This is an optimization exercise on Yosys and OpenROAD, whose aim is small area, a short achievable clock period and few clock cycles per item, not a production implementation. At most, simulation tests tie the RTL to the original design; equivalence was not proved. The RTL of runs 4 to 6 was laid out without a check of its function. Power and IR drop assume default switching activity.

### design/flow/flow/run.sh
#!/bin/bash
set -euo pipefail
MARGIN=7
bash standard.sh SETUP_SLACK_MARGIN=$MARGIN finish > standard_finish.log 2>&1
### design/flow/standard.sh
#!/bin/bash
# synth_recipe.tcl (not shown) runs the flow's synth.tcl, then flattens the netlist and writes it again
# the make line also repeats each setting of config.mk as NAME=value (left out here)
make -C /OpenROAD-flow-scripts/flow DESIGN_CONFIG=/design/flow/config.mk WORK_HOME=/design/flow/orfs CLKGATE_MAP_FILE= SYNTH_SCRIPT=/design/flow/synth_recipe.tcl "${@:-finish}"
### design/flow/config.mk
export PLATFORM = sky130hd
export DESIGN_NAME = gsc_compressor
export DESIGN_NICKNAME = gsc_compressor
export VERILOG_FILES = /design/flow/design.v
export SDC_FILE = /design/flow/constraint.sdc
export NUM_CORES = 8
export LEC_CHECK = 0
export CAP_MARGIN = 30
export CORE_MARGIN = 2
export CORE_UTILIZATION = 40
export SLEW_MARGIN = 30
export SYNTH_HIERARCHICAL = 1
### design/flow/constraint.sdc
create_clock -name core_clock -period 10.0 [get_ports {clk}]
set_input_delay 2.0000 -clock core_clock [delete_from_list [all_inputs] [get_ports {clk}]]
set_output_delay 2.0000 -clock core_clock [all_outputs]
set_load 0.01 [all_outputs]
### design/flow/design.v
module gsc_preds (
    input  wire [63:0] w,
    output wire [6:0]  p
);
    wire [7:0] rz, ro;    
    wire [7:0] cz, co;    
    genvar j;
    generate
        for (j = 0; j < 8; j = j + 1) begin : g_rc
            wire [7:0] col = {w[56+j], w[48+j], w[40+j], w[32+j],
                              w[24+j], w[16+j], w[8+j],  w[j]};
            assign rz[j] = ~|w[8*j +: 8];
            assign ro[j] =  &w[8*j +: 8];
            assign cz[j] = ~|col;
            assign co[j] =  &col;
        end
    endgenerate
    function automatic one8(input [7:0] v);
        reg [3:0] a2, m2;
        reg [1:0] a4, m4;
        integer k;
        begin
            for (k = 0; k < 4; k = k + 1) begin
                a2[k] = v[2*k] | v[2*k+1];
                m2[k] = v[2*k] & v[2*k+1];
            end
            for (k = 0; k < 2; k = k + 1) begin
                a4[k] = a2[2*k] | a2[2*k+1];
                m4[k] = m2[2*k] | m2[2*k+1] | (a2[2*k] & a2[2*k+1]);
            end
            one8 = (a4[0] ^ a4[1]) & ~m4[0] & ~m4[1];
        end
    endfunction
    assign p[0] = &cz;
    assign p[1] = &co;
    assign p[2] = &(cz | co);
    assign p[3] = one8(~rz) & one8(~cz);
    assign p[4] = (&rz[7:1] & ~w[7])  | (&ro[7:1] & w[7]);
    assign p[5] = (&rz[7:2] & ~w[15]) | (&ro[7:2] & w[15]);
    assign p[6] = (&rz[7:4] & ~w[31]) | (&ro[7:4] & w[31]);
endmodule
module gsc_classify (
    input  wire [63:0] w,
    input  wire [63:0] h0,
    input  wire [63:0] h1,
    input  wire [63:0] h2,
    input  wire [63:0] h3,
    output wire [27:0] match
);
    wire [63:0] d [0:14];
    assign d[0] = w;
    gsc_xor64 u_x1  (.a(w),    .b(h0), .y(d[1]));
    gsc_xor64 u_x2  (.a(w),    .b(h1), .y(d[2]));
    gsc_xor64 u_x3  (.a(w),    .b(h2), .y(d[3]));
    gsc_xor64 u_x4  (.a(w),    .b(h3), .y(d[4]));
    gsc_xor64 u_x5  (.a(d[1]), .b(h1), .y(d[5]));
    gsc_xor64 u_x6  (.a(d[1]), .b(h2), .y(d[6]));
    gsc_xor64 u_x7  (.a(d[1]), .b(h3), .y(d[7]));
    gsc_xor64 u_x8  (.a(d[2]), .b(h2), .y(d[8]));
    gsc_xor64 u_x9  (.a(d[2]), .b(h3), .y(d[9]));
    gsc_xor64 u_x10 (.a(d[3]), .b(h3), .y(d[10]));
    gsc_xor64 u_x11 (.a(d[5]), .b(h2), .y(d[11]));
    gsc_xor64 u_x12 (.a(d[5]), .b(h3), .y(d[12]));
    gsc_xor64 u_x13 (.a(d[6]), .b(h3), .y(d[13]));
    gsc_xor64 u_x14 (.a(d[8]), .b(h3), .y(d[14]));
    wire [6:0] p [0:14];
    genvar g;
    generate
        for (g = 0; g < 15; g = g + 1) begin : g_pred
            gsc_preds u_preds (.w(d[g]), .p(p[g]));
        end
    endgenerate
    wire [6:0] lv0 = p[0];
    wire [6:0] lv1 = p[1] | p[2] | p[3] | p[4];
    wire [6:0] lv2 = p[5] | p[6] | p[7] | p[8] | p[9] | p[10];
    wire [6:0] lv3 = p[11] | p[12] | p[13] | p[14];
    generate
        for (g = 0; g < 7; g = g + 1) begin : g_match
            assign match[4*g + 0] = lv0[g];
            assign match[4*g + 1] = lv1[g];
            assign match[4*g + 2] = lv2[g];
            assign match[4*g + 3] = lv3[g];
        end
    endgenerate
endmodule
module gsc_xor64 (
    input  wire [63:0] a,
    input  wire [63:0] b,
    output wire [63:0] y
);
    assign y = a ^ b;
endmodule
module gsc_rdmux (
    input  wire [3:0]  pick,
    input  wire        set,
    input  wire [63:0] e0,
    input  wire [63:0] e1,
    input  wire [63:0] e2,
    input  wire [63:0] e3,
    output wire [63:0] y
);
    assign y = ({64{pick[0]}} & e0) | ({64{pick[1]}} & e1) |
               ({64{pick[2]}} & e2) | ({64{pick[3]}} & e3) | {64{set}};
endmodule
module gsc_select (
    input  wire [27:0] match,
    output reg  [4:0]  id,
    output reg  [6:0]  cost
);
    localparam [139:0] CAT_IDS = {
        5'd27, 5'd26, 5'd25, 5'd24, 5'd23, 5'd22, 5'd21, 5'd20,
        5'd19, 5'd11, 5'd18, 5'd15, 5'd10, 5'd17, 5'd14, 5'd9,
        5'd13, 5'd16, 5'd8,  5'd7,  5'd12, 5'd3,  5'd6,  5'd2,
        5'd5,  5'd1,  5'd4,  5'd0 };
    localparam [48:0] DATA_SIZE = {
        7'd35, 7'd19, 7'd11, 7'd9, 7'd11, 7'd3, 7'd2 };
    integer c;
    reg [4:0] pid;
    always @(*) begin
        id   = 5'd31;
        cost = 7'd65;
        for (c = 27; c >= 0; c = c - 1) begin
            pid = CAT_IDS[5*c +: 5];
            if (match[pid]) begin
                id   = pid;
                cost = DATA_SIZE[7*pid[4:2] +: 7] + {4'd0, pid[1:0], 1'b0};
            end
        end
    end
endmodule
module gsc_compressor (
    input  wire        clk,
    input  wire        rst,         
    input  wire        in_valid,
    output wire        in_ready,
    input  wire [1:0]  in_sid,
    input  wire [63:0] in_word,
    output reg         out_valid,
    output reg  [4:0]  out_id,      
    output reg  [6:0]  out_cost,
    output reg         out_last,    
    output reg  [10:0] out_total    
);
    assign in_ready = 1'b1;
    reg [63:0] win [0:15];          
    reg [3:0]  vld [0:3];           
    reg [1:0]  ptr [0:3];           
    reg        v1;
    reg [63:0] w1;
    reg [15:0] we1;                 
    reg [15:0] use1;                
    reg        set1;                
    reg [3:0] vld_n [0:3];
    reg [1:0] ptr_n [0:3];
    integer s, k;
    always @(*) begin
        for (s = 0; s < 4; s = s + 1) begin
            vld_n[s] = vld[s];
            ptr_n[s] = ptr[s];
            for (k = 0; k < 4; k = k + 1)
                if (we1[4*s + k]) begin
                    vld_n[s][k] = 1'b1;
                    ptr_n[s]    = ptr[s] + 2'd1;
                end
        end
    end
    always @(posedge clk) begin
        for (s = 0; s < 4; s = s + 1) begin
            if (rst) begin
                vld[s] <= 4'd0;
                ptr[s] <= 2'd0;
            end else begin
                vld[s] <= vld_n[s];
                ptr[s] <= ptr_n[s];
            end
        end
    end
    always @(posedge clk) begin
        v1 <= in_valid && !rst;
        w1 <= in_word;
        for (s = 0; s < 4; s = s + 1)
            for (k = 0; k < 4; k = k + 1) begin
                we1[4*s + k]  <= in_valid && !rst && in_sid == s && ptr_n[s] == k;
                use1[4*k + s] <= in_sid == s && vld_n[s][k];
            end
        set1 <= !vld_n[in_sid][0];
    end
    genvar gs, gk;
    generate
        for (gs = 0; gs < 16; gs = gs + 1) begin : g_w
            always @(posedge clk)
                if (we1[gs])
                    win[gs] <= w1;
        end
    endgenerate
    wire [63:0] h [0:3];
    generate
        for (gk = 0; gk < 4; gk = gk + 1) begin : g_rd
            gsc_rdmux u_rd (
                .pick(use1[4*gk +: 4]), .set(gk == 0 ? set1 : 1'b0),
                .e0(win[gk]), .e1(win[4 + gk]), .e2(win[8 + gk]), .e3(win[12 + gk]),
                .y(h[gk])
            );
        end
    endgenerate
    wire [27:0] match1;
    gsc_classify u_classify (
        .w(w1), .h0(h[0]), .h1(h[1]), .h2(h[2]), .h3(h[3]), .match(match1)
    );
    reg        v2;
    reg [27:0] match2;
    always @(posedge clk) begin
        v2     <= v1 && !rst;
        match2 <= match1;
    end
    wire [4:0] sel_id;
    wire [6:0] sel_cost;
    gsc_select u_select (.match(match2), .id(sel_id), .cost(sel_cost));
    reg [3:0]  word_cnt;    
    reg [10:0] acc;         
    wire [10:0] sum = acc + {4'd0, sel_cost};
    always @(posedge clk) begin
        if (rst) begin
            out_valid <= 1'b0;
            word_cnt  <= 4'd0;
            acc       <= 11'd0;
        end else begin
            out_valid <= v2;
            if (v2) begin
                word_cnt <= word_cnt + 4'd1;
                acc      <= (word_cnt == 4'd15) ? 11'd0 : sum;
            end
        end
    end
    always @(posedge clk) begin
        if (v2) begin
            out_id    <= sel_id;
            out_cost  <= sel_cost;
            out_last  <= (word_cnt == 4'd15);
            out_total <= sum;
        end
    end
endmodule
==> metrics.md, run 1 <==
| Metric | Value |
|---|---|
| Antenna violations before repair | 22 |
| Xor/xnor share of the synthesized area | 13.0% |
| Synthesis Warnings | 20 |
| Top cell type's share of synthesized area | 50.4% |
| Fillers | 12.3k |
| Drt via density | 6.95 |
| CP max stage cell | or4_4 |
| Post-synth ARST share | 0% |
| EDFF count, synth | 1,048 |
| CP Launch Type | flip-flop |
| Pleak | 0.0280 uW |
| Final RePlAce weighted congestion | 1.16 |
| Worst path bufs/invs | 1 |
| DR iter-0 viols | 9,570 |
| I/O pin total | 95 |
| Max Freq | 220 MHz |
| Max cap viols | 0 |
| Final setup fails | 0 |
| Power per cell area | 162 mW/mm^2 |
| Sw Ratio | 34.6% |
| Leading area contributor after synthesis | edfxtp_1 |
| Total gr overflow | 0 |
| Initial core utilization | 40.1% |
| Clock tree buffer depth | 3 |
| CP max stage delay | 0.50 ns |
| HPWL Detailed | 261 mm |
| Mux cell area share after synthesis | 0.256% |
| Die width | 399 um |
| Critical path class | flip-flop to flip-flop |
| Root Driver | clkbuf_16 |
| Fin nets | 6,007 |
| Fin crit period | 4.55 ns |
| Combinational power share | 28.4% |
| Area grow syn2layout | 42.9% |
| Port-buffer cells | 93 |
| Final TNS setup | 0 ns |
| Worst Path Max Fanout | 37 |
| Sequential fraction of the synthesis area | 55.7% |
| Least-Margin Pin Slew | 0.974 ns |
| Ys flop type | edfxtp_1 |
| Post-synthesis cell area | 0.0625 sq mm |
| Crit path capture type | flip-flop |
| CP Data Required Time | 10.72 ns |
| Cts bufs inserted | 121 |
| Row cnt | 145 |
| Distinct cells, synth | 71 |
| Mean Syn Cell Area | 12.2 sq um |
| Largest family of logic cells by synthesized area | simple AND/OR/NAND/NOR gates |
| Worst-path cell chain | buf_12 > a222oi_1 > nand2_1 > xor2_4 > xor2_1 > nand4_1 > nor4_2 > nand3_1 > or4_4 > nor3_4 > nor4_2 > nand2_1 |
| Antenna viol nets, final | 0 |
| Synth Area in Adders | 0.493% |
| Die area | 0.159 sq mm |
| CTS tree | done |
| Footprint of the multi-input gates | 0.0393 sq mm |
| Routed WL per cell | 44.7 um |
| Family with the most delay on the worst path | simple AND/OR/NAND/NOR gates |
| Worst IR Drop VDD | 0.196 mV |
| Total Wirelength | 361 mm |
| Cts hold-fix bufs | 0 |
| Simple-gate share of the synthesized area | 19.3% |
| RSZ-0062 raised after global routing | true |
| CTS clk-pin slew, worst paths | 0.06 ns |
| Outcome | complete, no violations |
| Final Hold Viols | 0 |
| Pwr Total | 14,500 uW |
| Ranking of synthesized cells by area | edfxtp_1, xor2_1, dfxtp_1 |
| H-tree Lvls | 3 |
| Vert. Die Dim | 399 um |
| Core footprint | 0.156 sq mm |
| Skew final | 0.0739 ns |
| P_int | 9460 uW |
| Number of global-route vias before repair | 52.7k |
| Drt pass-1 iters | 10 |
| Cells after synthesis | 5,111 |
| Layout cell share with drive strength beyond 1 | 39.7% |
| FF/Latch Area | 0.0349 sq mm |
| P_sw | 5010 uW |
| Rel. slew slack | 35.1% |
| Hold WS | 0.457 ns |
| Largest net degree at the start of global routing | 65 |
| Clock Latency Late Sink | 0.81 ns |
| Post-synthesis compound-gate area fraction | 9.35% |
| Tcrit/Tclk final | 45.5% |
| Seq pwr share | 38.5% |
| First-pass GRT wire length | 472 mm |
| Seq cells post-synth | 1,215 |
| DR vias | 56.3k |
| WP data arrival | 5.28 ns |
| Final routed DRC violation total | 0 |
| Total GRT Usage | 44.5% |
| Hold Path Class | flip-flop to flip-flop |
| Sink Count | 1,215 |
| Clock network power share | 33.0% |
| Max-slew violations | 0 |
-- Yosys cell counts, types with 3 or more instances --
| cell | count |
|---|---|
| a211o_1 | 3 |
| a211oi_1 | 16 |
| a21boi_1 | 3 |
| a21oi_1 | 276 |
| a222oi_1 | 271 |
| a22oi_1 | 30 |
| a31oi_1 | 4 |
| and3_1 | 3 |
| buf_2 | 84 |
| buf_6 | 57 |
| clkbuf_1 | 10 |
| dfxtp_1 | 167 |
| edfxtp_1 | 1048 |
| ha_1 | 23 |
| inv_1 | 10 |
| mux2i_1 | 16 |
| nand2_1 | 552 |
| nand2b_1 | 11 |
| nand3_1 | 105 |
| nand4_1 | 392 |
| nand4_2 | 30 |
| nor2_1 | 117 |
| nor2b_1 | 9 |
| nor3_1 | 13 |
| nor3_2 | 15 |
| nor3b_1 | 8 |
| nor4_1 | 387 |
| nor4_2 | 180 |
| nor4b_1 | 33 |
| nor4b_2 | 15 |
| o2111ai_1 | 3 |
| o21a_1 | 4 |
| o21ai_0 | 108 |
| o21ai_1 | 15 |
| o22ai_1 | 30 |
| o31ai_1 | 36 |
| or3_1 | 24 |
| or4_1 | 19 |
| or4_4 | 16 |
| xnor2_1 | 5 |
| xor2_1 | 925 |
-- placed cells by master (no fill, tap or decap), types with 168 or more instances in the layout --
master	Yosys	layout
edfxtp_1	1048	1048
buf_4	2	562
xor2_2	0	281
xor2_1	925	275
nand4_1	392	392
nor4_1	387	168
nand2_1	552	397
a21oi_1	276	272
xor2_4	0	369
nor4_2	180	290
a222oi_1	271	271
-- final timing paths --
| path | start | end | slack, ns | cells after the start |
|---|---|---|---|---|
| worst max-delay path | use1[7]$_DFF_P_ | match2[6]$_DFF_P_ | 5.45 | 12 |
| worst min-delay path | vld[2][3]$_SDFF_PP0_ | use1[14]$_DFF_P_ | 0.46 | 2 |
| worst max register to register | use1[7]$_DFF_P_ | match2[6]$_DFF_P_ | 5.45 | 12 |
| worst min register to register | vld[2][3]$_SDFF_PP0_ | use1[14]$_DFF_P_ | 0.46 | 2 |
-- power by group through the flow --
stage	Sequential, uW	Combinational [uW]	Clock [uW]
3_5_place_dp	5690	2750	0
4_1_cts	5580	3540	4820
3_3_place_gp	5690	2770	0
2_1_floorplan	5750	1410	0
6_report	5580	4110	4780
5_1_grt	5580	4100	5010
-- per-layer routing --
metal | part of all wire [%] | global-route usage [%]
met1 | 35 | 55.1
met2 | 43 | 66.7
met3 | 13 | 14.6
met4 | 8.4 | 28.7
met5 | 0.082 | 0.333
-- sequential cells by signal, indices dropped and copies added, names as in the netlist --
| register | flops |
|---|---|
| win | 1024 |
| ptr | 8 |
| out_total | 11 |
| v2 | 1 |
| out_id | 5 |
| out_cost | 7 |
| set1 | 1 |
| vld | 16 |
| out_valid | 1 |
| w1 | 64 |
| use1 | 16 |
| match2 | 28 |
| we1 | 16 |
| out_last | 1 |
| word_cnt | 4 |
| acc | 11 |
| v1 | 1 |
-- Yosys stat by module (local to each module, per instance) --
module | cells | area (sq um) | flops+latches
gsc_classify | 35 | 201 | 0
gsc_compressor | 1443 | 36200 | 1215
gsc_preds | 116 | 791 | 0
gsc_rdmux | 227 | 1460 | 0
gsc_select | 89 | 554 | 0
gsc_xor64 | 64 | 561 | 0
-- metrics by stage --
stage,cell area (sq um),worst slack (ns),util [%],cells
floorplan,65200,6.60,-,5113
global placement,69200,4.10,44.5,7311
detailed placement,69400,4.36,44.6,7314
CTS,84700,5.73,54.4,7920
global route,89200,5.49,57.3,8081
finish,89300,5.45,57.4,8095
-- tightest hold or removal path: stages, from the launching register on --
cell,delay [ns]
dfxtp_1,0.31
nor2_1,0.05
nor2_1,0.07
-- cell type report --
| type | instances | area share, % |
|---|---|---|
| multi-input combinational | 3733 | 44.0 |
| sequential | 1215 | 39.1 |
| timing repair buffer | 832 | 9.19 |
| clock buffer | 166 | 3.75 |
| tap | 2058 | 2.88 |
| clock inverter | 65 | 0.977 |
| inverter | 11 | 0.0462 |
| antenna | 15 | 0.0420 |
-- cell families after synthesis --
family | Yosys count
multiplexers | 16
AND/OR/NAND/NOR | 1940
XOR/XNOR | 930
adder cells (fa/ha/maj) | 24
flip-flops | 1215
other | 2
buffers and inverters | 165
AO/OA/AOI/OAI | 819
-- what timing repair did --
action                     4_1_cts  5_1_grt
gates resized for setup       1121      423
buffers inserted               371      160
pin swaps                      254      186
setup endpoints to repair       62       62
gates cloned                     4        0
Testbench counts, summed over its fixed seeds: cycles 32,792, items 32,768.
==> inputs of run 2 (changes only) <==
==> design/flow/run.sh (new file) <==
#!/bin/bash
# synth_recipe.tcl (not shown) runs the flow's synth.tcl, then flattens the netlist and writes it again
# the make line also repeats each setting of config.mk as NAME=value (left out here)
make -C /OpenROAD-flow-scripts/flow DESIGN_CONFIG=/design/flow/config.mk WORK_HOME=/design/flow/orfs CLKGATE_MAP_FILE= SYNTH_SCRIPT=/design/flow/synth_recipe.tcl finish
--- a/design/flow/config.mk
+++ b/design/flow/config.mk
@@ -8,5 +8,6 @@
 export CAP_MARGIN = 30
 export CORE_MARGIN = 2
 export CORE_UTILIZATION = 40
+export SETUP_SLACK_MARGIN = 5
 export SLEW_MARGIN = 30
 export SYNTH_HIERARCHICAL = 1
removed: design/flow/flow/run.sh
removed: design/flow/standard.sh
==> metrics.md, run 2 <==
| Metric | Value |
|---|---|
| Drt pass-1 iters | 10 |
| Final TNS setup | 0 ns |
| Antenna violations before repair | 25 |
| Worst IR Drop VDD | 0.169 mV |
| Cts bufs inserted | 119 |
| Top cell type's share of synthesized area | 50.4% |
| Capturing point of the worst reg2reg path | match2[6]$_DFF_P_ |
| CP max stage cell | nand2_1 |
| Layout cell share with drive strength beyond 1 | 18.9% |
| Largest register FFs | 1,024 |
| Fin nets | 5,592 |
| CP Data Required Time | 10.65 ns |
| Max cap viols | 0 |
| Ranking of synthesized cells by area | edfxtp_1, xor2_1, dfxtp_1 |
| Sink Count | 1,215 |
| Total GRT Usage | 42.0% |
| CP max stage delay | 0.72 ns |
| Final RePlAce weighted congestion | 1.16 |
| Hold Path Class | flip-flop to flip-flop |
| Root Driver | clkbuf_16 |
| Die area | 0.159 sq mm |
| Core footprint | 0.156 sq mm |
| Commonest non-fill, non-tap cells in the layout | edfxtp_1, xor2_1, nand2_1, nand4_1, nor4_1 |
| Cts hold-fix bufs | 0 |
| Post-placement cell count | 7,421 |
| Vert. Die Dim | 399 um |
| Most common cell after layout, fill and taps aside | edfxtp_1 |
| Row cnt | 145 |
| Final setup fails | 0 |
| Power per cell area | 177 mW/mm^2 |
| Ys flop type | edfxtp_1 |
| Final routed DRC violation total | 0 |
| Crit path capture type | flip-flop |
| Critical path class | flip-flop to flip-flop |
| Worst Path Max Fanout | 27 |
| Worst path bufs/invs | 1 |
| Non-filler cells, final | 7,672 |
| DR vias | 53.5k |
| Fin crit period | 5.19 ns |
| Least-Margin Pin Slew | 1.13 ns |
| Crit path top cell by count | nand2_1 |
| Placed cell areas | 0.0676 sq mm |
| Distinct cells, synth | 71 |
| Initial core utilization | 40.1% |
| Sequential fraction of the synthesis area | 55.7% |
| Post-synth ARST share | 0% |
| Max Freq | 193 MHz |
| I/O pin total | 95 |
| Post-synthesis cell area | 0.0625 sq mm |
| Hold WS | 0.440 ns |
| Family with the most delay on the worst path | simple AND/OR/NAND/NOR gates |
| Hold_sp | vld[3][2]$_SDFF_PP0_ |
| Top Registers | win x1024, w1 x64, match2 x28 |
| Fillers | 14.1k |
| CTS clk-pin slew, worst paths | 0.06 ns |
| Most numerous cell in the Yosys netlist | edfxtp_1 |
| Seq cells post-synth | 1,215 |
| Total Wirelength | 342 mm |
| Largest net degree at the start of global routing | 65 |
| RSZ-0062 raised after global routing | true |
| Rel. slew slack | 24.2% |
| Worst hold stages | 2 |
| Area grow syn2layout | 17.8% |
| HPWL Detailed | 251 mm |
| Commonest cells post-synth | edfxtp_1, xor2_1, nand2_1, nand4_1, nor4_1 |
| Synthesis Warnings | 20 |
| Pwr Total | 13,100 uW |
| WP depth | 11 |
| Hold endpoint | use1[11]$_DFF_P_ |
| Final Instance Area | 0.0736 sq mm |
| H-tree Lvls | 3 |
| Worst-path cell chain | buf_4 > a222oi_1 > nand2_1 > xor2_1 > nand4_1 > nor4_2 > nand3_1 > or4_4 > nor3_4 > nor4_1 > nand2_1 |
| CP Launch Type | flip-flop |
| Routed WL per cell | 44.6 um |
| DR iter-0 viols | 9,465 |
| Tcrit/Tclk final | 51.9% |
| R2R Setup Slk | 4.81 ns |
| Clock Latency Late Sink | 0.82 ns |
| Worst-case reg-to-reg path depth | 11 |
| Port-buffer cells | 93 |
| Number of global-route vias before repair | 49.8k |
| Outcome | complete, no violations |
| Antenna viol nets, final | 0 |
| Drt via density | 6.97 |
| Clock tree buffer depth | 3 |
| First-pass GRT wire length | 450 mm |
| Final Hold Viols | 0 |
| WP data arrival | 5.84 ns |
| CTS tree | done |
| Leading area contributor after synthesis | edfxtp_1 |
| EDFF count, synth | 1,048 |
| Cells after synthesis | 5,111 |
| Largest Register | win |
| Pleak | 0.0232 uW |
| Mean Syn Cell Area | 12.2 sq um |
| Skew final | 0.125 ns |
| Die width | 399 um |
| Max-slew violations | 0 |
| Total gr overflow | 0 |
| Reg-to-Reg Start | use1[15]$_DFF_P_ |
## run 2: cell counts after synthesis
No cell type changed its count.
## run 2: timing repair
item / CTS / global route
resized for setup: 91 / 182
endpoints found under the setup margin: 16 / 12
buffers inserted: 9 / 6
endpoints found under the hold margin: 0 / 0
pin swaps: 6 / 9
## run 2: through the flow
step	setup WS, ns	utilization [%]
after detailed placement	4.21	43.4
after floorplan	6.08	-
final	4.81	47.3
after global placement	4.29	43.3
after global routing	4.97	47.3
after CTS	4.99	46.4
## run 2: Yosys stat by module, one instance, submodules excluded
module          cells  copies in the design  flops+latches  cell area, sq um
gsc_compressor   1443                     1           1215             36200
gsc_rdmux         227                     4              0              1460
gsc_preds         116                    15              0               791
gsc_xor64          64                    14              0               561
gsc_select         89                     1              0               554
gsc_classify       35                     1              0               201
## run 2: power by group
part           total (uW)  internal (uW)  switching [uW]
combinational        2940            640            2300
sequential           5580           5540            37.1
clock                4530           2540            1990
## run 2: worst min-delay path: cells and delay by family, from the launching register on
family           cells  cell delay, ns
flip-flops           1            0.30
AND/OR/NAND/NOR      2            0.11
## run 2: per-layer routing
layer | up-vias | GRT usage [%] | part of all wire [%]
met1 | 27204 | 56.2 | 39
met2 | 4099 | 60.3 | 42
met3 | 871 | 12.8 | 13
met5 | - | 0.121 | 0.059
li1 | 21296 | - | -
met4 | 12 | 23.6 | 7.1
## run 2: cells by family after synthesis
kind of cell / share of synthesized area, %
compound gates: 9.35
buf+inv: 1.87
other cells: 0.0120
xor+xnor: 13.0
fa+ha+maj: 0.493
mux: 0.256
simple gates: 19.3
flops: 55.7
## run 2: final cells by class
class / instances / area [sq um] / area share [%]
Antenna cell: 13 / 32.5 / 0.0442
Clock inverter: 64 / 741 / 1.01
Timing Repair Buffer: 419 / 3460 / 4.70
Tap cell: 2058 / 2570 / 3.50
Clock buffer: 159 / 3260 / 4.42
Multi-Input combinational cell: 3733 / 28600 / 38.9
Sequential cell: 1215 / 34900 / 47.4
Inverter: 11 / 41.3 / 0.0561
## run 2: how the worst max path moves through the flow
stage,from,to,slack (ns)
3_5_place_dp,use1[2]$_DFF_P_,match2[15]$_DFF_P_,4.21
3_3_place_gp,use1[2]$_DFF_P_,match2[15]$_DFF_P_,4.29
6_report,use1[15]$_DFF_P_,match2[6]$_DFF_P_,4.81
4_1_cts,use1[10]$_DFF_P_,match2[15]$_DFF_P_,4.99
5_1_grt,use1[4]$_DFF_P_,match2[15]$_DFF_P_,4.97
2_1_floorplan,use1[2]$_DFF_P_,match2[15]$_DFF_P_,6.08
==> inputs of run 3 (changes only) <==
==> design/flow/flow/run.sh (new file) <==
#!/bin/bash
set -euo pipefail
MARGIN=6.5
CTS="-sink_clustering_enable -repair_clock_nets -dont_use_dummy_load"
bash standard.sh SETUP_SLACK_MARGIN=$MARGIN "CTS_ARGS=$CTS" finish > standard_finish.log 2>&1
==> design/flow/standard.sh (new file) <==
#!/bin/bash
# synth_recipe.tcl (not shown) runs the flow's synth.tcl, then flattens the netlist and writes it again
# the make line also repeats each setting of config.mk as NAME=value (left out here)
make -C /OpenROAD-flow-scripts/flow DESIGN_CONFIG=/design/flow/config.mk WORK_HOME=/design/flow/orfs CLKGATE_MAP_FILE= SYNTH_SCRIPT=/design/flow/synth_recipe.tcl "${@:-finish}"
--- a/design/flow/config.mk
+++ b/design/flow/config.mk
@@ -7,7 +7,7 @@
 export LEC_CHECK = 0
 export CAP_MARGIN = 30
 export CORE_MARGIN = 2
-export CORE_UTILIZATION = 40
-export SETUP_SLACK_MARGIN = 5
+export CORE_UTILIZATION = 65
+export PLACE_DENSITY = 0.75
 export SLEW_MARGIN = 30
 export SYNTH_HIERARCHICAL = 1
removed: design/flow/run.sh
==> metrics.md, run 3 <==
| Metric | Value |
|---|---|
| Clock tree buffer depth | 3 |
| Run Error | [ERROR GRT-0116] Global routing finished with congestion. Check the congestion regions in the DRC Viewer. |
| Commonest cells post-synth | edfxtp_1, xor2_1, nand2_1, nand4_1, nor4_1 |
| Ranking of synthesized cells by area | edfxtp_1, xor2_1, dfxtp_1 |
| Port-buffer cells | 93 |
| Ys flop type | edfxtp_1 |
| Final RePlAce weighted congestion | 1.29 |
| Exit stage | 5_1_grt |
| Total GRT Usage | 74.9% |
| Total gr overflow | 138 |
| Pre-CTS WS | 4.56 ns |
| H-tree Lvls | 3 |
| Row cnt | 113 |
| Cts bufs inserted | 111 |
| Vert. Die Dim | 314 um |
| Top cell type's share of synthesized area | 50.4% |
| Synthesis Warnings | 20 |
| Root Driver | clkbuf_16 |
| Number of global-route vias before repair | 65.6k |
| Cts hold-fix bufs | 0 |
| Outcome | stopped before the end |
| Cells after synthesis | 5,111 |
| I/O pin total | 95 |
| Most numerous cell in the Yosys netlist | edfxtp_1 |
| Sequential fraction of the synthesis area | 55.7% |
| Seq cells post-synth | 1,215 |
| Leading area contributor after synthesis | edfxtp_1 |
| Largest net degree at the start of global routing | 66 |
| Post-placement cell count | 6,501 |
| Post-synth ARST share | 0% |
| EDFF count, synth | 1,048 |
| First-pass GRT wire length | 515 mm |
| Post-synthesis cell area | 0.0625 sq mm |
| Distinct cells, synth | 71 |
| Sink Count | 1,215 |
| Initial core utilization | 65.7% |
| Die width | 314 um |
| HPWL Detailed | 208 mm |
| Mean Syn Cell Area | 12.2 sq um |
[run 3: cell counts after synthesis]
No cell type changed its count.
[run 3: per-module statistics from Yosys, one instance, submodules excluded]
module | copies in the design | cell area, sq um | flip-flops and latches | cells
gsc_classify | 1 | 201 | 0 | 35
gsc_compressor | 1 | 36200 | 1215 | 1443
gsc_rdmux | 4 | 1460 | 0 | 227
gsc_xor64 | 14 | 561 | 0 | 64
gsc_preds | 15 | 791 | 0 | 116
gsc_select | 1 | 554 | 0 | 89
[run 3: repair_timing]
action                     CTS
resized for setup          787
buffers inserted           159
setup endpoints to repair   46
hold endpoints to repair     0
pin swaps                   95
[run 3: worst max path at each step]
stage,start,end,slack (ns),cells past startpoint
global placement,use1[9]$_DFF_P_,match2[15]$_DFF_P_,4.75,11
detailed placement,use1[6]$_DFF_P_,match2[15]$_DFF_P_,4.56,12
floorplan,use1[6]$_DFF_P_,match2[15]$_DFF_P_,6.50,14
CTS,use1[10]$_DFF_P_,match2[15]$_DFF_P_,5.72,13
[run 3: through the flow]
step / power [uW] / instance area, sq um
2_1_floorplan: 7070 / 63500
3_3_place_gp: 8100 / 66300
3_5_place_dp: 8130 / 66500
4_1_cts: 12200 / 76500
[run 3: cell families after synthesis]
family	after synthesis	share of synthesized area [%]
AO/OA/AOI/OAI	819	9.35
flip-flops	1215	55.7
AND/OR/NAND/NOR	1940	19.3
multiplexers	16	0.256
other	2	0.0120
XOR/XNOR	930	13.0
adder cells (fa/ha/maj)	24	0.493
buffers and inverters	165	1.87
[run 3: per-layer routing]
layer  GRT overflow  track usage [%]
met1              8             77.3
met4             47             67.1
met3             11             60.6
met5              0             40.2
met2             72             90.4
[run 3: power by group through the flow]
stage               Combinational [uW]  Sequential [uW]  Clock (uW)
floorplan                         1320             5750           0
detailed placement                2450             5680           0
global placement                  2430             5680           0
CTS                               2980             5580        3660
==> inputs of run 4 (changes only) <==
--- a/design/flow/design.v
+++ b/design/flow/design.v
@@ -31,9 +31,10 @@
             one8 = (a4[0] ^ a4[1]) & ~m4[0] & ~m4[1];
         end
     endfunction
-    assign p[0] = &cz;
-    assign p[1] = &co;
-    assign p[2] = &(cz | co);
+    wire rep = &(cz | co);
+    assign p[0] = rep & rz[0];
+    assign p[1] = rep & ro[0];
+    assign p[2] = rep;
     assign p[3] = one8(~rz) & one8(~cz);
     assign p[4] = (&rz[7:1] & ~w[7])  | (&ro[7:1] & w[7]);
     assign p[5] = (&rz[7:2] & ~w[15]) | (&ro[7:2] & w[15]);
@@ -203,19 +204,30 @@
             );
         end
     endgenerate
-    wire [27:0] match1;
+    reg        v2;
+    reg [63:0] w2;
+    reg [63:0] h2 [0:3];
+    always @(posedge clk) begin
+        v2    <= v1 && !rst;
+        w2    <= w1;
+        h2[0] <= h[0];
+        h2[1] <= h[1];
+        h2[2] <= h[2];
+        h2[3] <= h[3];
+    end
+    wire [27:0] match2;
     gsc_classify u_classify (
-        .w(w1), .h0(h[0]), .h1(h[1]), .h2(h[2]), .h3(h[3]), .match(match1)
+        .w(w2), .h0(h2[0]), .h1(h2[1]), .h2(h2[2]), .h3(h2[3]), .match(match2)
     );
-    reg        v2;
-    reg [27:0] match2;
-    always @(posedge clk) begin
-        v2     <= v1 && !rst;
-        match2 <= match1;
+    reg        v3;
+    reg [27:0] match3;
+    always @(posedge clk) begin
+        v3     <= v2 && !rst;
+        match3 <= match2;
     end
     wire [4:0] sel_id;
     wire [6:0] sel_cost;
-    gsc_select u_select (.match(match2), .id(sel_id), .cost(sel_cost));
+    gsc_select u_select (.match(match3), .id(sel_id), .cost(sel_cost));
     reg [3:0]  word_cnt;    
     reg [10:0] acc;         
     wire [10:0] sum = acc + {4'd0, sel_cost};
@@ -225,15 +237,15 @@
             word_cnt  <= 4'd0;
             acc       <= 11'd0;
         end else begin
-            out_valid <= v2;
-            if (v2) begin
+            out_valid <= v3;
+            if (v3) begin
                 word_cnt <= word_cnt + 4'd1;
                 acc      <= (word_cnt == 4'd15) ? 11'd0 : sum;
             end
         end
     end
     always @(posedge clk) begin
-        if (v2) begin
+        if (v3) begin
             out_id    <= sel_id;
             out_cost  <= sel_cost;
             out_last  <= (word_cnt == 4'd15);
--- a/design/flow/config.mk
+++ b/design/flow/config.mk
@@ -7,7 +7,7 @@
 export LEC_CHECK = 0
 export CAP_MARGIN = 30
 export CORE_MARGIN = 2
-export CORE_UTILIZATION = 65
-export PLACE_DENSITY = 0.75
+export CORE_UTILIZATION = 50
+export PLACE_DENSITY = 0.65
 export SLEW_MARGIN = 30
 export SYNTH_HIERARCHICAL = 1
==> metrics.md, run 4 <==
| Metric | Value |
|---|---|
| Largest family of logic cells by synthesized area | simple AND/OR/NAND/NOR gates |
| Area grow syn2layout | 18.4% |
| Reg-to-Reg Start | h2[3][39]$_DFF_P_ |
| CTS clk-pin slew, worst paths | 0.06 ns |
| Power per cell area | 184 mW/mm^2 |
| Top Registers | win x1024, h2 x256 |
| HPWL Detailed | 264 mm |
| Fillers | 9,916 |
| Simple-gate share of the synthesized area | 16.2% |
| Number of global-route vias before repair | 56.3k |
| Skew final | 0.123 ns |
| Final setup fails | 0 |
| Worst Path Max Fanout | 7 |
| DR vias | 59.8k |
| Pleak | 0.0255 uW |
| Top cell type's share of synthesized area | 46.4% |
| Max cap viols | 0 |
| Final TNS setup | 0 ns |
| DR iter-0 viols | 12.6k |
| Distinct cells, synth | 71 |
| Post-synth ARST share | 0% |
| Leading area contributor after synthesis | edfxtp_1 |
| Mean Syn Cell Area | 12.4 sq um |
| Tcrit/Tclk final | 37.4% |
| Final routed DRC violation total | 0 |
| Total gr overflow | 0 |
| Xor/xnor share of the synthesized area | 12.0% |
| Largest net degree at the start of global routing | 65 |
| Most common cell after layout, fill and taps aside | edfxtp_1 |
| R2R Setup Slk | 6.26 ns |
| RSZ-0062 raised after global routing | true |
| Final RePlAce weighted congestion | 1.18 |
| End-of-flow core utilization | 59.5% |
| Antenna viol nets, final | 0 |
| I/O pin total | 95 |
| Total Wirelength | 373 mm |
| Layout cell share with drive strength beyond 1 | 19.5% |
| EDFF count, synth | 1,048 |
| Crit path to | match3[13]$_DFF_P_ |
| Cts hold-fix bufs | 0 |
| WP data arrival | 4.35 ns |
| Fin nets | 5,932 |
| Max Freq | 268 MHz |
| Drt via density | 7.82 |
| Largest Register | win |
| Routed WL per cell | 48.7 um |
| Cells after synthesis | 5,493 |
| Least-Margin Pin Slew | 1.11 ns |
| Row cnt | 135 |
| Cts bufs inserted | 144 |
| Sink Count | 1,536 |
| Commonest cells post-synth | edfxtp_1, xor2_1, nand2_1, dfxtp_1, nand4_1 |
| Die width | 373 um |
| Core footprint | 0.135 sq mm |
| CP Launch Type | flip-flop |
| Clock Latency Late Sink | 0.83 ns |
| Drt pass-1 iters | 14 |
| Total GRT Usage | 52.6% |
| Worst-case reg-to-reg path depth | 8 |
| CTS tree | done |
| Root Driver | clkbuf_16 |
| Outcome | complete, no violations |
| Post-synthesis compound-gate area fraction | 8.50% |
| Synthesis Warnings | 22 |
| H-tree Lvls | 4 |
| Final Hold Viols | 0 |
| Max-slew violations | 0 |
| Most numerous cell in the Yosys netlist | edfxtp_1 |
| Rel. slew slack | 25.3% |
| Sequential fraction of the synthesis area | 60.7% |
| Worst Setup SP | h2[3][39]$_DFF_P_ |
| CP Data Required Time | 10.61 ns |
| Port-buffer cells | 93 |
| Worst IR Drop VDD | 0.241 mV |
| Fin crit period | 3.74 ns |
| Largest register FFs | 1,024 |
| Ranking of synthesized cells by area | edfxtp_1, dfxtp_1, xor2_1 |
| Critical path class | flip-flop to flip-flop |
| Initial core utilization | 50.2% |
| First-pass GRT wire length | 489 mm |
| Commonest non-fill, non-tap cells in the layout | edfxtp_1, xor2_1, nand2_1, nand4_1, dfxtp_1 |
| Mux cell area share after synthesis | 0.485% |
| Die area | 0.139 sq mm |
| Vert. Die Dim | 373 um |
| Clock tree buffer depth | 3 |
| Hold Path Class | flip-flop to flip-flop |
| Antenna violations before repair | 20 |
| Seq cells post-synth | 1,536 |
| Post-synthesis cell area | 0.0679 sq mm |
| Crit path capture type | flip-flop |
| Capturing point of the worst reg2reg path | match3[13]$_DFF_P_ |
| Synth Area in Adders | 0.177% |
| Ys flop type | edfxtp_1 |
[run 4: per-module statistics from Yosys, one instance, submodules excluded]
module | cell area, sq um | flip-flops and latches
gsc_xor64 | 561 | 0
gsc_classify | 201 | 0
gsc_compressor | 42600 | 1536
gsc_select | 554 | 0
gsc_preds | 722 | 0
gsc_rdmux | 1460 | 0
[run 4: timing repair]
action | 4_1_cts | 5_1_grt
setup endpoints to repair | 46 | 21
gates resized for setup | 443 | 265
buffers inserted | 23 | 31
cloned | 0 | 0
hold endpoints to repair | 0 | 0
pin swaps | 18 | 21
[run 4: routing by layer]
metal | global-route usage [%] | vias up | share of wire (%)
met2 | 74.7 | 6732 | 41
li1 | - | 22027 | -
met5 | 0 | - | 0.013
met3 | 21.9 | 1872 | 16
met4 | 40.3 | 8 | 10
met1 | 63.2 | 29188 | 33
[run 4: worst min-delay path by stage]
stage	from	cells after the start	endpoint	slack (ns)
floorplan	v1$_DFF_P_	1	v2$_DFF_P_	0.41
global placement	vld[3][2]$_SDFF_PP0_	2	use1[11]$_DFF_P_	0.43
detailed placement	win[1][62]$_DFFE_PP_	2	h2[1][62]$_DFF_P_	0.44
CTS	win[0][57]$_DFFE_PP_	2	h2[0][57]$_DFF_P_	0.44
global route	win[0][57]$_DFFE_PP_	2	h2[0][57]$_DFF_P_	0.43
finish	win[12][2]$_DFFE_PP_	2	h2[0][2]$_DFF_P_	0.45
[run 4: critical path, stage by stage, from the launching register on]
cell      delay [ns]
dfxtp_2         0.73
xor2_1          0.30
or4_1           0.83
nor2_2          0.25
nand2_1         0.09
a222oi_1        0.34
nand4_1         0.13
nor2_1          0.42
or4_1           0.39
[run 4: final cells by class]
type                            instances  area, sq um  share of cell area [%]
Sequential cell                      1536        41600                    51.7
Multi-Input combinational cell       3779        29800                    37.0
Clock buffer                          144         3600                    4.48
Timing Repair Buffer                  382         3160                    3.93
Tap cell                             1781         2230                    2.77
Inverter                               11         41.3                  0.0513
Antenna cell                           14         35.0                  0.0436
[run 4: report_power, final]
group          internal (uW)  switching (uW)  total, uW
sequential              6910             407       7320
combinational            696            2010       2700
clock                   2520            2290       4810
total                  10100            4700      14800
[run 4: kinds of logic (layout without fill, tap and decap cells)]
family / Yosys count / in the layout
flops: 1536 / 1536
simple gates: 2016 / 2016
other cells: 2 / 18
compound gates: 789 / 789
fa+ha+maj: 9 / 9
buf+inv: 180 / 537
xor+xnor: 930 / 930
mux: 31 / 31
[run 4: through the flow]
| stage | area (sq um) | total power, uW | instances | hold WS [ns] | worst slack (ns) |
|---|---|---|---|---|---|
| floorplan | 67900 | 8290 | 5495 | 0.414 | 7.01 |
| CTS | 78300 | 14400 | 7602 | 0.440 | 6.37 |
| global route | 80400 | 14900 | 7636 | 0.433 | 6.35 |
| global placement | 71800 | 9550 | 7434 | 0.429 | 4.92 |
| finish | 80400 | 14800 | 7647 | 0.451 | 6.26 |
| detailed placement | 72000 | 9550 | 7435 | 0.439 | 5.08 |
==> inputs of run 5 (changes only) <==
--- a/design/flow/design.v
+++ b/design/flow/design.v
@@ -46,24 +46,28 @@
     input  wire [63:0] h1,
     input  wire [63:0] h2,
     input  wire [63:0] h3,
-    output wire [27:0] match
+    output wire [55:0] pm
 );
     wire [63:0] d [0:14];
+    wire [63:0] p12, p13, p23;
     assign d[0] = w;
-    gsc_xor64 u_x1  (.a(w),    .b(h0), .y(d[1]));
-    gsc_xor64 u_x2  (.a(w),    .b(h1), .y(d[2]));
-    gsc_xor64 u_x3  (.a(w),    .b(h2), .y(d[3]));
-    gsc_xor64 u_x4  (.a(w),    .b(h3), .y(d[4]));
-    gsc_xor64 u_x5  (.a(d[1]), .b(h1), .y(d[5]));
-    gsc_xor64 u_x6  (.a(d[1]), .b(h2), .y(d[6]));
-    gsc_xor64 u_x7  (.a(d[1]), .b(h3), .y(d[7]));
-    gsc_xor64 u_x8  (.a(d[2]), .b(h2), .y(d[8]));
-    gsc_xor64 u_x9  (.a(d[2]), .b(h3), .y(d[9]));
-    gsc_xor64 u_x10 (.a(d[3]), .b(h3), .y(d[10]));
-    gsc_xor64 u_x11 (.a(d[5]), .b(h2), .y(d[11]));
-    gsc_xor64 u_x12 (.a(d[5]), .b(h3), .y(d[12]));
-    gsc_xor64 u_x13 (.a(d[6]), .b(h3), .y(d[13]));
-    gsc_xor64 u_x14 (.a(d[8]), .b(h3), .y(d[14]));
+    gsc_xor64 u_x1  (.a(w),    .b(h0),  .y(d[1]));
+    gsc_xor64 u_x2  (.a(w),    .b(h1),  .y(d[2]));
+    gsc_xor64 u_x3  (.a(w),    .b(h2),  .y(d[3]));
+    gsc_xor64 u_x4  (.a(w),    .b(h3),  .y(d[4]));
+    gsc_xor64 u_p12 (.a(h1),   .b(h2),  .y(p12));
+    gsc_xor64 u_p13 (.a(h1),   .b(h3),  .y(p13));
+    gsc_xor64 u_p23 (.a(h2),   .b(h3),  .y(p23));
+    gsc_xor64 u_x5  (.a(d[1]), .b(h1),  .y(d[5]));     
+    gsc_xor64 u_x6  (.a(d[1]), .b(h2),  .y(d[6]));     
+    gsc_xor64 u_x7  (.a(d[1]), .b(h3),  .y(d[7]));     
+    gsc_xor64 u_x8  (.a(d[2]), .b(h2),  .y(d[8]));     
+    gsc_xor64 u_x9  (.a(d[2]), .b(h3),  .y(d[9]));     
+    gsc_xor64 u_x10 (.a(d[3]), .b(h3),  .y(d[10]));    
+    gsc_xor64 u_x11 (.a(d[1]), .b(p12), .y(d[11]));    
+    gsc_xor64 u_x12 (.a(d[1]), .b(p13), .y(d[12]));    
+    gsc_xor64 u_x13 (.a(d[1]), .b(p23), .y(d[13]));    
+    gsc_xor64 u_x14 (.a(d[2]), .b(p23), .y(d[14]));    
     wire [6:0] p [0:14];
     genvar g;
     generate
@@ -71,18 +75,14 @@
             gsc_preds u_preds (.w(d[g]), .p(p[g]));
         end
     endgenerate
-    wire [6:0] lv0 = p[0];
-    wire [6:0] lv1 = p[1] | p[2] | p[3] | p[4];
-    wire [6:0] lv2 = p[5] | p[6] | p[7] | p[8] | p[9] | p[10];
-    wire [6:0] lv3 = p[11] | p[12] | p[13] | p[14];
-    generate
-        for (g = 0; g < 7; g = g + 1) begin : g_match
-            assign match[4*g + 0] = lv0[g];
-            assign match[4*g + 1] = lv1[g];
-            assign match[4*g + 2] = lv2[g];
-            assign match[4*g + 3] = lv3[g];
-        end
-    endgenerate
+    assign pm[ 6: 0] = p[0];
+    assign pm[13: 7] = p[1]  | p[2];
+    assign pm[20:14] = p[3]  | p[4];
+    assign pm[27:21] = p[5]  | p[6];
+    assign pm[34:28] = p[7]  | p[8];
+    assign pm[41:35] = p[9]  | p[10];
+    assign pm[48:42] = p[11] | p[12];
+    assign pm[55:49] = p[13] | p[14];
 endmodule
 module gsc_xor64 (
     input  wire [63:0] a,
@@ -104,10 +104,24 @@
                ({64{pick[2]}} & e2) | ({64{pick[3]}} & e3) | {64{set}};
 endmodule
 module gsc_select (
-    input  wire [27:0] match,
+    input  wire [55:0] pm,
     output reg  [4:0]  id,
     output reg  [6:0]  cost
 );
+    wire [6:0] lv0 = pm[6:0];
+    wire [6:0] lv1 = pm[13:7]  | pm[20:14];
+    wire [6:0] lv2 = pm[27:21] | pm[34:28] | pm[41:35];
+    wire [6:0] lv3 = pm[48:42] | pm[55:49];
+    wire [27:0] match;
+    genvar g;
+    generate
+        for (g = 0; g < 7; g = g + 1) begin : g_match
+            assign match[4*g + 0] = lv0[g];
+            assign match[4*g + 1] = lv1[g];
+            assign match[4*g + 2] = lv2[g];
+            assign match[4*g + 3] = lv3[g];
+        end
+    endgenerate
     localparam [139:0] CAT_IDS = {
         5'd27, 5'd26, 5'd25, 5'd24, 5'd23, 5'd22, 5'd21, 5'd20,
         5'd19, 5'd11, 5'd18, 5'd15, 5'd10, 5'd17, 5'd14, 5'd9,
@@ -215,19 +229,19 @@
         h2[2] <= h[2];
         h2[3] <= h[3];
     end
-    wire [27:0] match2;
+    wire [55:0] pm2;
     gsc_classify u_classify (
-        .w(w2), .h0(h2[0]), .h1(h2[1]), .h2(h2[2]), .h3(h2[3]), .match(match2)
+        .w(w2), .h0(h2[0]), .h1(h2[1]), .h2(h2[2]), .h3(h2[3]), .pm(pm2)
     );
     reg        v3;
-    reg [27:0] match3;
-    always @(posedge clk) begin
-        v3     <= v2 && !rst;
-        match3 <= match2;
+    reg [55:0] pm3;
+    always @(posedge clk) begin
+        v3  <= v2 && !rst;
+        pm3 <= pm2;
     end
     wire [4:0] sel_id;
     wire [6:0] sel_cost;
-    gsc_select u_select (.match(match3), .id(sel_id), .cost(sel_cost));
+    gsc_select u_select (.pm(pm3), .id(sel_id), .cost(sel_cost));
     reg [3:0]  word_cnt;    
     reg [10:0] acc;         
     wire [10:0] sum = acc + {4'd0, sel_cost};
==> metrics.md, run 5 <==
| Metric | Value |
|---|---|
| Post-synthesis compound-gate area fraction | 8.24% |
| Largest register FFs | 1,024 |
| Vert. Die Dim | 379 um |
| Max-slew violations | 0 |
| Sequential fraction of the synthesis area | 59.4% |
| Largest family of logic cells by synthesized area | simple AND/OR/NAND/NOR gates |
| Mux cell area share after synthesis | 0.467% |
| Rel. slew slack | 30.1% |
| Power per cell area | 187 mW/mm^2 |
| I/O pin total | 95 |
| Worst Setup SP | h2[2][32]$_DFF_P_ |
| Drt pass-1 iters | 13 |
| Antenna viol nets, final | 0 |
| Fin nets | 6,173 |
| Fin crit period | 3.72 ns |
| Most numerous cell in the Yosys netlist | xor2_1 |
| Crit path capture type | flip-flop |
| Cts bufs inserted | 151 |
| RSZ-0062 raised after global routing | true |
| CP Launch Type | flip-flop |
| Core footprint | 0.140 sq mm |
| Ys flop type | edfxtp_1 |
| Post-synthesis cell area | 0.0704 sq mm |
| Hold_sp | win[4][43]$_DFFE_PP_ |
| Xor/xnor share of the synthesized area | 14.0% |
| Commonest non-fill, non-tap cells in the layout | edfxtp_1, xor2_1, nand2_1, dfxtp_1, nand4_1 |
| Worst Path Max Fanout | 5 |
| Tcrit/Tclk final | 37.2% |
| Final Hold Viols | 0 |
| Final TNS setup | 0 ns |
| Row cnt | 137 |
| H-tree Lvls | 4 |
| Clock Latency Late Sink | 0.83 ns |
| Max cap viols | 0 |
| Routed WL per cell | 46.9 um |
| Number of global-route vias before repair | 56.3k |
| Critical path class | flip-flop to flip-flop |
| CTS tree | done |
| Outcome | complete, no violations |
| Antenna violations before repair | 19 |
| CP max stage delay | 0.68 ns |
| Sink Count | 1,564 |
| Commonest cells post-synth | xor2_1, edfxtp_1, dfxtp_1, nand2_1, nand4_1 |
| WP data arrival | 4.39 ns |
| Drt via density | 7.54 |
| Largest Register | win |
| Least-Margin Pin Slew | 1.04 ns |
| Largest net degree at the start of global routing | 65 |
| Initial core utilization | 50.4% |
| Cts hold-fix bufs | 0 |
| Pre-CTS WS | 6.00 ns |
| Top Registers | win x1024, h2 x256 |
| Synth Area in Adders | 0.171% |
| Final routed DRC violation total | 0 |
| Post-synth ARST share | 0% |
| Seq cells post-synth | 1,564 |
| CTS clk-pin slew, worst paths | 0.06 ns |
| Pleak | 0.0261 uW |
| First-pass GRT wire length | 494 mm |
| Distinct cells, synth | 74 |
| Reg-to-Reg Start | h2[2][32]$_DFF_P_ |
| Most common cell after layout, fill and taps aside | edfxtp_1 |
| Ranking of synthesized cells by area | edfxtp_1, dfxtp_1, xor2_1 |
| Leading area contributor after synthesis | edfxtp_1 |
| Total gr overflow | 0 |
| Final worst setup slack | 6.28 ns |
| Synthesis Warnings | 22 |
| DR vias | 60.2k |
| Worst hold stages | 2 |
| HPWL Detailed | 264 mm |
| Layout cell share with drive strength beyond 1 | 12.8% |
| Simple-gate share of the synthesized area | 16.0% |
| Mean Syn Cell Area | 12.2 sq um |
| Port-buffer cells | 93 |
| Hold Path Class | flip-flop to flip-flop |
| Area grow syn2layout | 13.4% |
| Root Driver | clkbuf_16 |
| Max Freq | 268 MHz |
| Total GRT Usage | 51.4% |
| Final RePlAce weighted congestion | 1.21 |
| Worst-path cell chain | xor2_1 > xor2_1 > nor4_1 > nand4_1 > nor2_1 > nand2_1 > mux2_2 > nor2_1 > or2_1 |
| Top cell type's share of synthesized area | 44.7% |
| Final setup fails | 0 |
| CP Data Required Time | 10.67 ns |
| Hold WS | 0.408 ns |
| Cells after synthesis | 5,755 |
| Worst-case reg-to-reg path depth | 9 |
| Clock tree buffer depth | 3 |
| Skew final | 0.123 ns |
| CP max stage cell | dfxtp_2 |
| Worst IR Drop VDD | 0.253 mV |
| EDFF count, synth | 1,048 |
| Die area | 0.144 sq mm |
| DR iter-0 viols | 13.0k |
| Die width | 379 um |
| Total Wirelength | 375 mm |
==> run 5: modules after synthesis, one instance, submodules excluded <==
module,area (sq um),cells,flops+latches,times used
gsc_select,737,117,0,1
gsc_classify,307,49,0,1
gsc_compressor,43200,1793,1564,1
gsc_rdmux,1460,227,0,4
gsc_xor64,561,64,0,17
gsc_preds,722,120,0,15
==> run 5: layout make-up <==
| class | instances | area (sq um) |
|---|---|---|
| Tap cell | 1876 | 2350 |
| Timing Repair Buffer | 355 | 2920 |
| Antenna cell | 19 | 47.5 |
| Multi-Input combinational cell | 4014 | 28800 |
| Clock buffer | 151 | 3780 |
| Inverter | 9 | 33.8 |
| Fill cell | 10876 | 59800 |
| Sequential cell | 1564 | 42000 |
==> run 5: where the power goes <==
part / internal [uW] / leakage, uW / switching, uW
Combinational: 620 / 0.0105 / 1980
Sequential: 7020 / 0.0137 / 357
Clock: 2640 / 0.00186 / 2330
Total: 10300 / 0.0261 / 4670
==> run 5: path summary, 6_finish.rpt <==
check / to / slack, ns
min: h2[0][43]$_DFF_P_ / 0.41
max reg2reg: pm3[38]$_DFF_P_ / 6.28
max: pm3[38]$_DFF_P_ / 6.28
min reg2reg: h2[0][43]$_DFF_P_ / 0.41
==> run 5: metal layers <==
layer | vias up | GRT usage [%] | part of all wire [%]
li1 | 22907 | - | -
met1 | 29547 | 63.1 | 34
met2 | 6224 | 72.4 | 41
met3 | 1520 | 20.6 | 15
met4 | 12 | 39.0 | 10
met5 | - | 0.892 | 0.10
==> run 5: per-stage QoR <==
step	total power [uW]	util [%]	cell area, sq um	std cells
2_1_floorplan	8470	-	70400	5757
3_3_place_gp	9740	53.3	74500	7777
3_5_place_dp	9740	53.5	74700	7780
4_1_cts	14600	56.6	79100	7943
5_1_grt	15100	57.2	79800	7969
6_report	14900	57.2	79900	7988
==> run 5: kinds of logic after synthesis <==
| group | Yosys count |
|---|---|
| other | 2 |
| xor gates and xnor gates | 1122 |
| muxes | 31 |
| DFF | 1564 |
| buffers and inverters | 179 |
| and+or+nand+nor | 2057 |
| adders and majority gates | 9 |
| AOI/OAI and AO/OA | 791 |
==> run 5: timing repair <==
action / 4_1_cts / 5_1_grt
setup buffers: 12 / 25
resized for setup: 107 / 96
endpoints found under the setup margin: 63 / 43
pin swaps: 8 / 18
==> run 5: critical path: cells and delay by family, from the launching register on <==
family	cells	cell delay [ns]
xor gates and xnor gates	2	0.77
DFF	1	0.68
muxes	1	0.27
and+or+nand+nor	6	1.88
==> inputs of run 6 (changes only) <==
==> design/flow/flow/run.sh (replaced) <==
#!/bin/bash
set -euo pipefail
MARGIN=6.7
CTS="-sink_clustering_enable -repair_clock_nets -dont_use_dummy_load"
PORTS="-buffer_cell sky130_fd_sc_hd__buf_2"
bash standard.sh SETUP_SLACK_MARGIN=$MARGIN "CTS_ARGS=$CTS" "BUFFER_PORTS_ARGS=$PORTS" finish > standard_finish.log 2>&1
==> metrics.md, run 6 <==
| Metric | Value |
|---|---|
| DR vias | 58.2k |
| Ranking of synthesized cells by area | edfxtp_1, dfxtp_1, xor2_1 |
| Post-synth ARST share | 0% |
| CP Data Required Time | 10.67 ns |
| Ys flop type | edfxtp_1 |
| Total gr overflow | 0 |
| Most common cell after layout, fill and taps aside | edfxtp_1 |
| Rel. slew slack | 23.4% |
| Top cell type's share of synthesized area | 44.7% |
| Drt pass-1 iters | 8 |
| Outcome | complete, no violations |
| CP Launch Type | flip-flop |
| Core footprint | 0.140 sq mm |
| Worst-path cell chain | xor2_1 > xor2_1 > nand4_1 > nor4_2 > nand3_1 > or4_1 > o31ai_1 > or2_1 |
| CP max stage cell | nand4_1 |
| Commonest cells post-synth | xor2_1, edfxtp_1, dfxtp_1, nand2_1, nand4_1 |
| Antenna viol nets, final | 0 |
| Placed cell areas | 0.0740 sq mm |
| Worst hold stages | 2 |
| Crit path top cell by count | xor2_1 |
| Cells after synthesis | 5,755 |
| Largest register FFs | 1,024 |
| Number of global-route vias before repair | 54.0k |
| Post-synthesis cell area | 0.0704 sq mm |
| Largest Register | win |
| Skew final | 0.105 ns |
| Tcrit/Tclk final | 34.8% |
| Total GRT Usage | 47.6% |
| Hold_sp | win[5][57]$_DFFE_PP_ |
| Area grow syn2layout | 13.9% |
| Final Instance Area | 0.0802 sq mm |
| FF/Latch Area | 0.0421 sq mm |
| Root Driver | clkbuf_16 |
| Crit path capture type | flip-flop |
| Most numerous cell in the Yosys netlist | xor2_1 |
| Footprint of the multi-input gates | 0.0295 sq mm |
| EDFF count, synth | 1,048 |
| Final routed DRC violation total | 0 |
| Pleak | 0.0262 uW |
| Hold endpoint | h2[1][57]$_DFF_P_ |
| Fin nets | 6,175 |
| Drt via density | 7.29 |
| Sequential fraction of the synthesis area | 59.4% |
| Routed WL per cell | 43.4 um |
| Reg-to-Reg Start | h2[3][57]$_DFF_P_ |
| Clock Latency Late Sink | 0.82 ns |
| Commonest non-fill, non-tap cells in the layout | edfxtp_1, xor2_1, nand2_1, nand4_1, dfxtp_1 |
| Die width | 379 um |
| Synthesis Warnings | 22 |
| CTS tree | done |
| Total Wirelength | 347 mm |
| Sink Count | 1,564 |
| Hold Path Class | flip-flop to flip-flop |
| Seq cells post-synth | 1,564 |
| Layout cell share with drive strength beyond 1 | 16.8% |
| Final TNS setup | 0 ns |
| Mean Syn Cell Area | 12.2 sq um |
| Pre-CTS WS | 5.89 ns |
| Final worst setup slack | 6.52 ns |
| RSZ-0062 raised after global routing | true |
| Max cap viols | 0 |
| DR iter-0 viols | 11.3k |
| Fin crit period | 3.48 ns |
| Final Hold Viols | 0 |
| Largest net degree at the start of global routing | 65 |
| End-of-flow core utilization | 57.4% |
| Cts hold-fix bufs | 0 |
| WP data arrival | 4.15 ns |
| HPWL Detailed | 255 mm |
| Cts bufs inserted | 151 |
| Final RePlAce weighted congestion | 1.23 |
| R2R Setup Slk | 6.52 ns |
| H-tree Lvls | 4 |
| Least-Margin Pin Slew | 1.15 ns |
| Clock tree buffer depth | 3 |
| Port-buffer cells | 93 |
| Worst IR Drop VDD | 0.206 mV |
| Antenna violations before repair | 20 |
| Critical path class | flip-flop to flip-flop |
| First-pass GRT wire length | 459 mm |
| Final setup fails | 0 |
| Pwr Total | 14,800 uW |
| Distinct cells, synth | 74 |
| CP max stage delay | 0.63 ns |
| Fillers | 11.3k |
| Worst Path Max Fanout | 6 |
| Max-slew violations | 0 |
| Capturing point of the worst reg2reg path | pm3[46]$_DFF_P_ |
| Max Freq | 288 MHz |
| Power per cell area | 185 mW/mm^2 |
| Top Registers | win x1024, h2 x256 |
| Leading area contributor after synthesis | edfxtp_1 |
| Worst-case reg-to-reg path depth | 8 |
| CTS clk-pin slew, worst paths | 0.06 ns |
| Initial core utilization | 50.4% |
| Die area | 0.144 sq mm |
| Row cnt | 137 |
| I/O pin total | 95 |
| Vert. Die Dim | 379 um |
## run 6: kinds of logic after synthesis
kind of cell / after synthesis / share of synthesized area [%]
AND/OR/NAND/NOR: 2057 / 16.0
AO/OA/AOI/OAI: 791 / 8.24
buffers and inverters: 179 / 1.82
XOR/XNOR: 1122 / 14.0
adder cells (fa/ha/maj): 9 / 0.171
flip-flops: 1564 / 59.4
multiplexers: 31 / 0.467
other: 2 / 0.0107
## run 6: layout make-up
cell class | instances | area share, %
inverters | 9 | 0.0421
clock buffers | 151 | 4.71
repair buffers | 357 | 3.10
flip-flops and latches | 1564 | 52.4
multi-input cells | 4014 | 36.8
well taps | 1876 | 2.93
diodes | 7 | 0.0218
## run 6: repair_timing
| item | CTS | global route |
|---|---|---|
| resized for setup | 129 | 253 |
| pin swaps | 16 | 26 |
| buffers inserted | 20 | 30 |
| setup endpoints to repair | 56 | 60 |
## run 6: per-stage QoR
stage / hold WS (ns) / std cells
after floorplan: 0.414 / 5757
after global placement: 0.417 / 7770
after detailed placement: 0.424 / 7770
after CTS: 0.388 / 7941
after global routing: 0.415 / 7971
final: 0.391 / 7978
## run 6: worst max-delay path by stage
| stage | from | end | slack, ns | cells past startpoint |
|---|---|---|---|---|
| 6_report | h2[3][57]$_DFF_P_ | pm3[46]$_DFF_P_ | 6.52 | 8 |
| 5_1_grt | w2[49]$_DFF_P_ | pm3[46]$_DFF_P_ | 6.50 | 9 |
| 4_1_cts | w2[46]$_DFF_P_ | pm3[42]$_DFF_P_ | 6.62 | 9 |
| 3_5_place_dp | w2[9]$_DFF_P_ | pm3[42]$_DFF_P_ | 5.89 | 8 |
| 3_3_place_gp | w2[57]$_DFF_P_ | pm3[45]$_DFF_P_ | 5.90 | 9 |
| 2_1_floorplan | pm3[51]$_DFF_P_ | acc[8]$_SDFFE_PP0P_ | 7.15 | 11 |
## run 6: Yosys stat by module, one instance, submodules excluded
module / flip-flops and latches / area, sq um / cells inside
gsc_preds: 0 / 722 / 120
gsc_compressor: 1564 / 43200 / 1793
gsc_classify: 0 / 307 / 49
gsc_rdmux: 0 / 1460 / 227
gsc_select: 0 / 737 / 117
gsc_xor64: 0 / 561 / 64
## run 6: layer usage
layer | global-route usage (%) | routed length (um) | part of all wire (%) | vias to the layer above
met5 | 0.617 | 337 | 0.097 | -
met4 | 31.9 | 30000 | 8.6 | 18
met3 | 16.8 | 49700 | 14 | 1208
met2 | 67.5 | 143000 | 41 | 5428
met1 | 61.1 | 124000 | 36 | 28663
li1 | - | - | - | 22856
## run 6: power by group
group	total [uW]	switching, uW	internal (uW)
Clock	4850	2210	2640
Sequential	7400	375	7020
Combinational	2600	1970	631
## run 6: critical path, delay by kind of cell, from the launching register on
family           cells  cell delay (ns)
AO/OA/AOI/OAI        1             0.10
XOR/XNOR             2             0.68
flip-flops           1             0.60
AND/OR/NAND/NOR      5             1.93

==> static timing again, ports no longer ideal <==
In the flow no input, the clock included, has a driving cell. The finished layouts below were timed again as built, in two steps.
Step 1 (the two cells are an assumption about what drives the block):
set clk [get_ports {clk}]
set_driving_cell -lib_cell sky130_fd_sc_hd__clkbuf_16 $clk
set_driving_cell -lib_cell sky130_fd_sc_hd__buf_2 [delete_from_list [all_inputs] $clk]
Step 2, shift: input delay + t, output delay - t, t = (earliest + latest rising clock arrival at the registers) / 2. This alone moves slack from input paths to output paths.
Slacks: ideal / step 1 / step 2; pairs: ideal / step 1.
run | t, ns | setup slack, ns | hold slack, ns
run 1 | 0.867 | 5.446 / 5.446 / 5.446 | 0.457 / 0.457 / 0.457
run 2 | 0.852 | 4.810 / 4.810 / 4.810 | 0.440 / 0.440 / 0.440
run 4 | 0.856 | 6.264 / 6.264 / 6.216 | 0.451 / 0.451 / 0.451
run 5 | 0.855 | 6.275 / 6.275 / 6.275 | 0.408 / 0.408 / 0.408
run 6 | 0.856 | 6.525 / 6.525 / 6.525 | 0.391 / 0.391 / 0.391
After both steps every run listed still meets setup and hold. For run 4, which loses most, drivers alone change the setup slack by 0.000 ns; drivers and shift together by -0.048 ns.
